What follows belongs to an exercise in optimizing a design on an open flow for small area, a short achievable clock period and few clock cycles; a production flow would make more cautious choices. Function was checked by simulation only, so behaviour that the tests miss may differ from the original.

**flow/config.mk**
```make
export PLATFORM = sky130hd
export DESIGN_NAME = ds32_arith
export DESIGN_NICKNAME = ds32_arith
export VERILOG_FILES = /design/flow/design.v
export SDC_FILE = /design/flow/constraint.sdc
export NUM_CORES = 4
export LEC_CHECK = 0
export CAP_MARGIN = 20
export CORE_MARGIN = 2
export CORE_UTILIZATION = 40
export SLEW_MARGIN = 20
```
**flow/constraint.sdc**
```tcl
create_clock -name core_clock -period 26.0 [get_ports {clk}]
set_input_delay 5.2000 -clock core_clock [delete_from_list [all_inputs] [get_ports {clk}]]
set_output_delay 5.2000 -clock core_clock [all_outputs]
set_load 0.01 [all_outputs]
```
**flow/design.v**
```verilog
module ds32_div10 (
    input  wire [53:0] x,
    output wire [53:0] q
);
    wire [55:0] n  = {2'b00, x};
    wire [55:0] t0 = (n >> 1) + (n >> 2);
    wire [55:0] t1 = t0 + (t0 >> 4);
    wire [55:0] t2 = t1 + (t1 >> 8);
    wire [55:0] t3 = t2 + (t2 >> 16);
    wire [55:0] t4 = t3 + (t3 >> 32);
    wire [55:0] q0 = t4 >> 3;
    wire [55:0] r0 = n - ((q0 << 3) + (q0 << 1));
    assign q = q0[53:0] + {53'd0, (r0 > 56'd9)};
endmodule
module ds32_decode (
    input  wire [31:0]       w,
    output wire              s,
    output reg  [26:0]       m,
    output reg  signed [9:0] e
);
    wire [5:0]  E = w[30:25];
    wire [24:0] F = w[24:0];
    assign s = w[31];
    wire [5:0] z  = E - 6'd14;
    wire [1:0] bk = z % 3;
    wire [3:0] zq = z / 3;
    reg  [1:0]  d;
    reg  [24:0] t;
    always @* begin
        if (F >= 25'd30000000)      begin d = 2'd3; t = F - 25'd30000000; end
        else if (F >= 25'd20000000) begin d = 2'd2; t = F - 25'd20000000; end
        else if (F >= 25'd10000000) begin d = 2'd1; t = F - 25'd10000000; end
        else                        begin d = 2'd0; t = F; end
    end
    always @* begin
        if (E >= 6'd14 && E <= 6'd49) begin
            case (bk)
                2'd0:    m = {2'b00, F} + 27'd10000000;
                2'd1:    m = {2'b00, F} + 27'd40000000;
                default: m = {2'b00, F} + 27'd70000000;
            endcase
            e = $signed({6'd0, zq}) - 10'sd6;
        end else begin
            m = t[23:0] * 27'd10;
            if (E <= 6'd13)
                e = 10'sd3 * ($signed({4'd0, E}) - 10'sd16) + $signed({8'd0, d});
            else
                e = 10'sd3 * ($signed({4'd0, E}) - 10'sd48) + $signed({8'd0, d});
        end
    end
endmodule
module ds32_arith (
    input  wire        clk,
    input  wire        rst,
    input  wire        in_valid,
    output wire        in_ready,
    input  wire [1:0]  op,         
    input  wire [31:0] a,
    input  wire [31:0] b,
    output reg         out_valid,
    output reg  [31:0] result
);
    localparam OP_ADD = 2'd0, OP_SUB = 2'd1, OP_MUL = 2'd2, OP_DIV = 2'd3;
    localparam S_IDLE   = 3'd0,
               S_SETUP  = 3'd1,
               S_ALIGN  = 3'd2,
               S_ADDSUB = 3'd3,
               S_MULSHR = 3'd4,
               S_DIVIDE = 3'd5,
               S_NORM   = 3'd6;
    localparam [31:0] INF_MAG = 32'h7F800000;
    reg [2:0]  state;
    reg [1:0]  op_r;
    reg [31:0] a_r, b_r;
    reg              s_r;         
    reg signed [9:0] e_r;         
    reg [53:0]       m_r;         
    reg [30:0]       m1_r;        
    reg              s1_r, s2_r;  
    reg [27:0]       rem_r;       
    reg [5:0]        cnt;
    assign in_ready = (state == S_IDLE);
    wire              sa, sb;
    wire [26:0]       ma, mb;
    wire signed [9:0] ea, eb;
    ds32_decode u_da (.w(a_r), .s(sa), .m(ma), .e(ea));
    ds32_decode u_db (.w(b_r), .s(sb), .m(mb), .e(eb));
    wire [53:0] m_div10;
    ds32_div10 u_div10 (.x(m_r), .q(m_div10));
    wire              swap   = (eb > ea);
    wire              s1     = swap ? sb : sa;
    wire              s2     = swap ? sa : sb;
    wire [26:0]       m1     = swap ? mb : ma;
    wire [26:0]       m2     = swap ? ma : mb;
    wire signed [9:0] e1     = swap ? eb : ea;
    wire signed [9:0] e2     = swap ? ea : eb;
    wire              guard  = (ea != eb) && (s1 != s2);
    wire [30:0]       m1g    = guard ? m1 * 31'd10 : {4'd0, m1};
    wire signed [9:0] e1g    = guard ? e1 - 10'sd1 : e1;
    wire signed [9:0] gap    = e1g - e2;
    wire              sx     = sa ^ sb;
    wire signed [9:0] e_mul  = ea + eb;
    wire signed [9:0] e_div  = ea - eb;
    wire [53:0]       prod   = ma * mb;
    wire [53:0]       dvd    = ma * 54'd10000000;
    wire [27:0] rem_sh  = {rem_r[26:0], m_r[49]};
    wire        q_bit   = (rem_sh >= {1'b0, m1_r[26:0]});
    wire [27:0] rem_nxt = q_bit ? rem_sh - {1'b0, m1_r[26:0]} : rem_sh;
    reg  [31:0] enc_word;
    wire [26:0] fa0  = m_r[26:0] - 27'd10000000;
    wire [26:0] fa1  = m_r[26:0] - 27'd40000000;
    wire [26:0] fa2  = m_r[26:0] - 27'd70000000;
    wire [6:0]  u    = e_r[6:0] + 7'd48;    
    wire [4:0]  u_q3 = u / 3;
    wire [1:0]  u_r3 = u % 3;
    always @* begin
        if (e_r >= -10'sd6 && e_r <= 10'sd5) begin
            if (m_r >= 54'd70000000)
                enc_word = {s_r, 6'd34 + 6'd3 * e_r[5:0], fa2[24:0]};
            else if (m_r >= 54'd40000000)
                enc_word = {s_r, 6'd33 + 6'd3 * e_r[5:0], fa1[24:0]};
            else
                enc_word = {s_r, 6'd32 + 6'd3 * e_r[5:0], fa0[24:0]};
        end else begin
            if (e_r <= -10'sd7)
                enc_word = {s_r, 1'b0, u_q3, u_r3 * 25'd10000000 + m_div10[24:0]};
            else
                enc_word = {s_r, 1'b1, u_q3, u_r3 * 25'd10000000 + m_div10[24:0]};
        end
    end
    wire overflow = (e_r > 10'sd47) || (e_r == 10'sd47 && m_r > 54'd50000000);
    always @(posedge clk) begin
        if (rst) begin
            state     <= S_IDLE;
            out_valid <= 1'b0;
        end else begin
            out_valid <= 1'b0;
            case (state)
            S_IDLE: begin
                if (in_valid) begin
                    op_r  <= op;
                    a_r   <= a;
                    b_r   <= (op == OP_SUB) ? {~b[31], b[30:0]} : b;
                    state <= S_SETUP;
                end
            end
            S_SETUP: begin
                case (op_r)
                OP_MUL: begin
                    s_r <= sx;
                    if (e_mul < -10'sd48) begin
                        result    <= {sx, 31'd0};
                        out_valid <= 1'b1;
                        state     <= S_IDLE;
                    end else if (e_mul > 10'sd47) begin
                        result    <= {sx, INF_MAG[30:0]};
                        out_valid <= 1'b1;
                        state     <= S_IDLE;
                    end else begin
                        e_r   <= e_mul;
                        m_r   <= prod;
                        cnt   <= 6'd7;
                        state <= S_MULSHR;
                    end
                end
                OP_DIV: begin
                    s_r <= sx;
                    if (mb == 27'd0) begin
                        result    <= {sx, INF_MAG[30:0]};
                        out_valid <= 1'b1;
                        state     <= S_IDLE;
                    end else begin
                        e_r   <= e_div;
                        m_r   <= dvd;
                        m1_r  <= {4'd0, mb};
                        rem_r <= 28'd0;
                        cnt   <= 6'd50;
                        state <= S_DIVIDE;
                    end
                end
                default: begin  
                    s1_r  <= s1;
                    s2_r  <= s2;
                    m1_r  <= m1g;
                    e_r   <= e1g;
                    m_r   <= {27'd0, m2};
                    cnt   <= (gap > 10'sd9) ? 6'd9 : gap[5:0];
                    state <= S_ALIGN;
                end
                endcase
            end
            S_ALIGN: begin
                if (cnt != 6'd0) begin
                    m_r <= m_div10;
                    cnt <= cnt - 6'd1;
                end else begin
                    state <= S_ADDSUB;
                end
            end
            S_ADDSUB: begin
                if (s1_r == s2_r) begin
                    m_r <= {23'd0, m1_r} + m_r;
                    s_r <= s1_r;
                end else if ({23'd0, m1_r} > m_r) begin
                    m_r <= {23'd0, m1_r} - m_r;
                    s_r <= s1_r;
                end else if (m_r > {23'd0, m1_r}) begin
                    m_r <= m_r - {23'd0, m1_r};
                    s_r <= s2_r;
                end else begin
                    m_r <= 54'd0;
                    s_r <= 1'b0;
                end
                state <= S_NORM;
            end
            S_MULSHR: begin
                if (cnt != 6'd0) begin
                    m_r <= m_div10;
                    cnt <= cnt - 6'd1;
                end else begin
                    state <= S_NORM;
                end
            end
            S_DIVIDE: begin
                rem_r <= rem_nxt;
                m_r   <= {4'd0, m_r[48:0], q_bit};
                cnt   <= cnt - 6'd1;
                if (cnt == 6'd1)
                    state <= S_NORM;
            end
            S_NORM: begin
                if (m_r == 54'd0) begin
                    result    <= {s_r, 31'd0};
                    out_valid <= 1'b1;
                    state     <= S_IDLE;
                end else if (m_r > 54'd99999999) begin
                    m_r <= m_div10;
                    e_r <= e_r + 10'sd1;
                end else if (m_r < 54'd10000000 && e_r > -10'sd48) begin
                    m_r <= m_r * 54'd10;
                    e_r <= e_r - 10'sd1;
                end else if (e_r < -10'sd48) begin
                    m_r <= m_div10;
                    e_r <= e_r + 10'sd1;
                end else begin
                    result    <= overflow ? {s_r, INF_MAG[30:0]} : enc_word;
                    out_valid <= 1'b1;
                    state     <= S_IDLE;
                end
            end
            default: state <= S_IDLE;
            endcase
        end
    end
endmodule
```
**flow/run.sh**
```bash
#!/bin/bash
# synth_recipe.tcl (not shown) runs the flow's synth.tcl, then flattens the netlist and writes it again
# the make line also repeats each setting of config.mk as NAME=value (left out here)
make -C /OpenROAD-flow-scripts/flow DESIGN_CONFIG=/design/flow/config.mk WORK_HOME=/design/flow/orfs CLKGATE_MAP_FILE= SYNTH_SCRIPT=/design/flow/synth_recipe.tcl finish
```
==> metrics.md <==
| Metric | Value |
|---|---|
| Status | complete, no violations |
| Synth unique cells | 116 |
| Fin. Hold Viols | 0 |
| Core area | 0.217 sq mm |
| Routed Antenna Nets | 0 |
| Initial core utilization | 0.401 |
| DR iter-0 viols | 7416 |
| Routed Wire Length | 375 mm |
| Non-Filler Instances | 14400 |
| Commonest non-fill, non-tap cells in the layout | inv_1, ha_1, nand2_1 |
| Prevailing post-synth register cell | edfxtp_1 |
| Worst-path maximum fanout | 5 |
| GRT met1 Usage | 0.424 |
| Crit-path slowest cell | or4_4 |
| Total CTS buffers | 38 |
| Global-route wire length before repair | 553 mm |
| Setup_tns | 0 ns |
| Clock slew at reported path FFs | 0.07 ns |
| Fill count | 21900 |
| TritonCTS clock tree | built |
| Met2 Resource Use GR | 0.542 |
| Avg Vias per Cell | 5.89 |
| Die height | 470 um |
| 1st-pass router iterations | 8 |
| Placed insts | 14400 |
| Seq/Total Area, Yosys | 0.0800 |
| Met3 Track Usage GR | 0.0511 |
| Die area | 0.221 sq mm |
| Layout Utilization | 0.453 |
| Element type at the critical path end | register |
| Yosys reg bits | 233 |
| Vias | 85100 |
| Post-Syn Area per Cell | 7.85 sq um |
| Vias in the first global route | 84900 |
| Final setup vio count | 0 |
| Post-synthesis cell area | 0.0870 sq mm |
| Gate Count Post-Synth | 11100 |
| GPL Wtd Cong | 1.01 |
| Fmax | 40.6 MHz |
| CP Data Required Time | 26.41 ns |
| Number of synthesized flops with an enable pin | 229 |
| GRT Max-Usage Layer | met2 |
| H-tree depth | 2 |
| Yosys warning total | 2 |
| Initial antenna violation count | 17 |
| Hpwl dp | 307 mm |
| Layout cell share with drive strength beyond 1 | 0.0953 |
| Largest net degree at the start of global routing | 67 |
| Min-delay worst type | register to register |
| Area Growth Syn to Fin | 12.8% |
| Fin. max-slew vios | 0 |
| Crit path kind | register to register |
| Max clock buf depth | 3 |
| Worst path bufs/invs | 9 |
| Crit-path leading delay family | compound AO/OA/AOI/OAI gates |
| WP data arrival | 25.01 ns |
| Max-Cap Viols | 0 |
| Layout net count | 13800 |
| Most common cell after layout, fill and taps aside | inv_1 |
| Row count | 171 |
| Period utilisation layout | 0.946 |
| # hold bufs at CTS | 0 |
| Worst slew pin tran | 1.22 ns |
| Clock latency on the worst-skew pair | 0.69 ns |
| Final min period | 24.60 ns |
| Clock sinks | 233 |
| Final clock skew | 0.0595 ns |
| CP peak stage delay | 0.58 ns |
| Avg WL per Cell | 26.0 um |
| Clock Tree Root | clkbuf_16 |
| Design Area, Final | 0.0982 sq mm |
| IO Count | 103 |
| CP startpoint kind | register |
| Most frequent CP cell | a21o_1 |
| Die W | 470 um |
| DR DRC count | 0 |
| Port Buffers | 102 |
| Total GRT Usage | 0.331 |
| Slew HR | 0.184 |
| Asr flop ratio synth | 0 |
| Dpl cell area | 0.0963 sq mm |
| Gr ovfl total | 0 |
registers in the layout, summed over array words and instances (netlist names):
register,count
m_r,54
s1_r,1
rem_r,27
m1_r,31
result,32
a_r,32
op_r,2
s_r,1
s2_r,1
cnt,6
out_valid,1
e_r,10
state,3
b_r,32
final cells by class:
type / instances / area, sq um / share of cell area
Antenna cell: 11 / 27.5 / 0.000280
Clock buffer: 44 / 983 / 0.0100
Clock inverter: 24 / 305 / 0.00311
Inverter: 1442 / 5410 / 0.0551
Multi-Input combinational cell: 8971 / 74100 / 0.755
Sequential cell: 233 / 6960 / 0.0709
Tap cell: 2854 / 3570 / 0.0364
Timing Repair Buffer: 869 / 6830 / 0.0696
final timing paths:
path / start / endpoint / slack [ns] / cells after the start
worst max-delay path: m_r[2] / result[23] / 1.40 / 120
worst min-delay path: rem_r[3] / rem_r[4] / 0.60 / 2
worst max register to register: m_r[2] / result[23] / 1.40 / 120
worst min register to register: rem_r[3] / rem_r[4] / 0.60 / 2
worst min-delay path, stage by stage (launching register included):
cell and delay, ns:
edfxtp_1 0.34, a21oi_1 0.07, nor2_1 0.07
through the flow:
step | setup WS [ns] | hold WS [ns]
after floorplan | 1.78 | 0.542
after global placement | 0.362 | 0.576
final | 1.40 | 0.598
after global routing | -0.143 | 0.624
after CTS | 0.0586 | 0.596
after detailed placement | 0.134 | 0.584
cells in the mapped netlist (all sizes together) (43+ instances only):
master / count / share of area
or2: 51 / 0.0037
nand2: 1257 / 0.054
xnor2: 552 / 0.056
nand4: 84 / 0.0061
edfxtp: 229 / 0.079
or3: 49 / 0.0036
nor2b: 104 / 0.0075
nor3: 162 / 0.0093
a31oi: 84 / 0.0060
ha: 1328 / 0.19
clkbuf: 388 / 0.017
a221oi: 57 / 0.0058
a21o: 269 / 0.023
nand2b: 105 / 0.0075
xor2: 226 / 0.023
and3: 80 / 0.0058
o22ai: 43 / 0.0031
inv: 1433 / 0.062
o21ai: 567 / 0.033
o21bai: 116 / 0.010
mux2i: 87 / 0.010
nor4: 52 / 0.0037
nand3: 198 / 0.011
o211ai: 85 / 0.0075
buf: 55 / 0.0025
o31ai: 46 / 0.0040
fa: 801 / 0.18
a211oi: 107 / 0.0093
o21a: 85 / 0.0073
nor2: 819 / 0.035
a21boi: 50 / 0.0043
a21oi: 859 / 0.050
and2: 138 / 0.0099
logic make-up (layout without fill, tap and decap cells):
family,Yosys count,count (layout),share of synthesized area
and+or+nand+nor,3205,3205,0.168
other,1,15,0.0000431
muxes,102,102,0.0120
DFF,233,233,0.0800
AOI/OAI and AO/OA,2746,2746,0.203
xor gates and xnor gates,778,778,0.0789
buffers and inverters,1885,2379,0.0815
adders and majority gates,2136,2136,0.376
timing repair:
action	4_1_cts	5_1_grt
buffers inserted	0	14
endpoints found under the setup margin	1	50
resized for setup	1	78
pin swaps	0	33
per-layer routing:
layer	vias to the layer above	routed length [um]
met4	20	22100
met5	-	127
met3	805	27600
li1	38900	-
met2	3579	170000
met1	41800	155000
Testbench counts, summed over its fixed seeds: cycles 337,105.

==> port drivers added, routing unchanged <==
No port has a modelled driver above. Below, the same layout with a new extraction and two added sets of constraints. Step 1 (the two cells are an assumption about what drives the block):
set clk [get_ports {clk}]
set_driving_cell -lib_cell sky130_fd_sc_hd__clkbuf_16 $clk
set_driving_cell -lib_cell sky130_fd_sc_hd__buf_2 [delete_from_list [all_inputs] $clk]
Step 2 moves the port delays by t, midway between the first and last clock arrival at a register: inputs arrive t later, outputs are due t later. That takes back most of the time a late clock gives input paths. Three values: ideal ports, drivers, drivers and shift; two values: the first two.
shift t [ns]: 0.752
setup slack, ns: 1.398 / 1.398 / 1.398
hold WS [ns]: 0.598 / 0.598 / 0.598
worst setup path after step 2: register to register
worst register clock-pin slew, ns: 0.08 / 0.08
After both steps this run still meets setup and hold. The setup slack of this run moves by 0.000 ns with the drivers and by 0.000 ns with both steps.
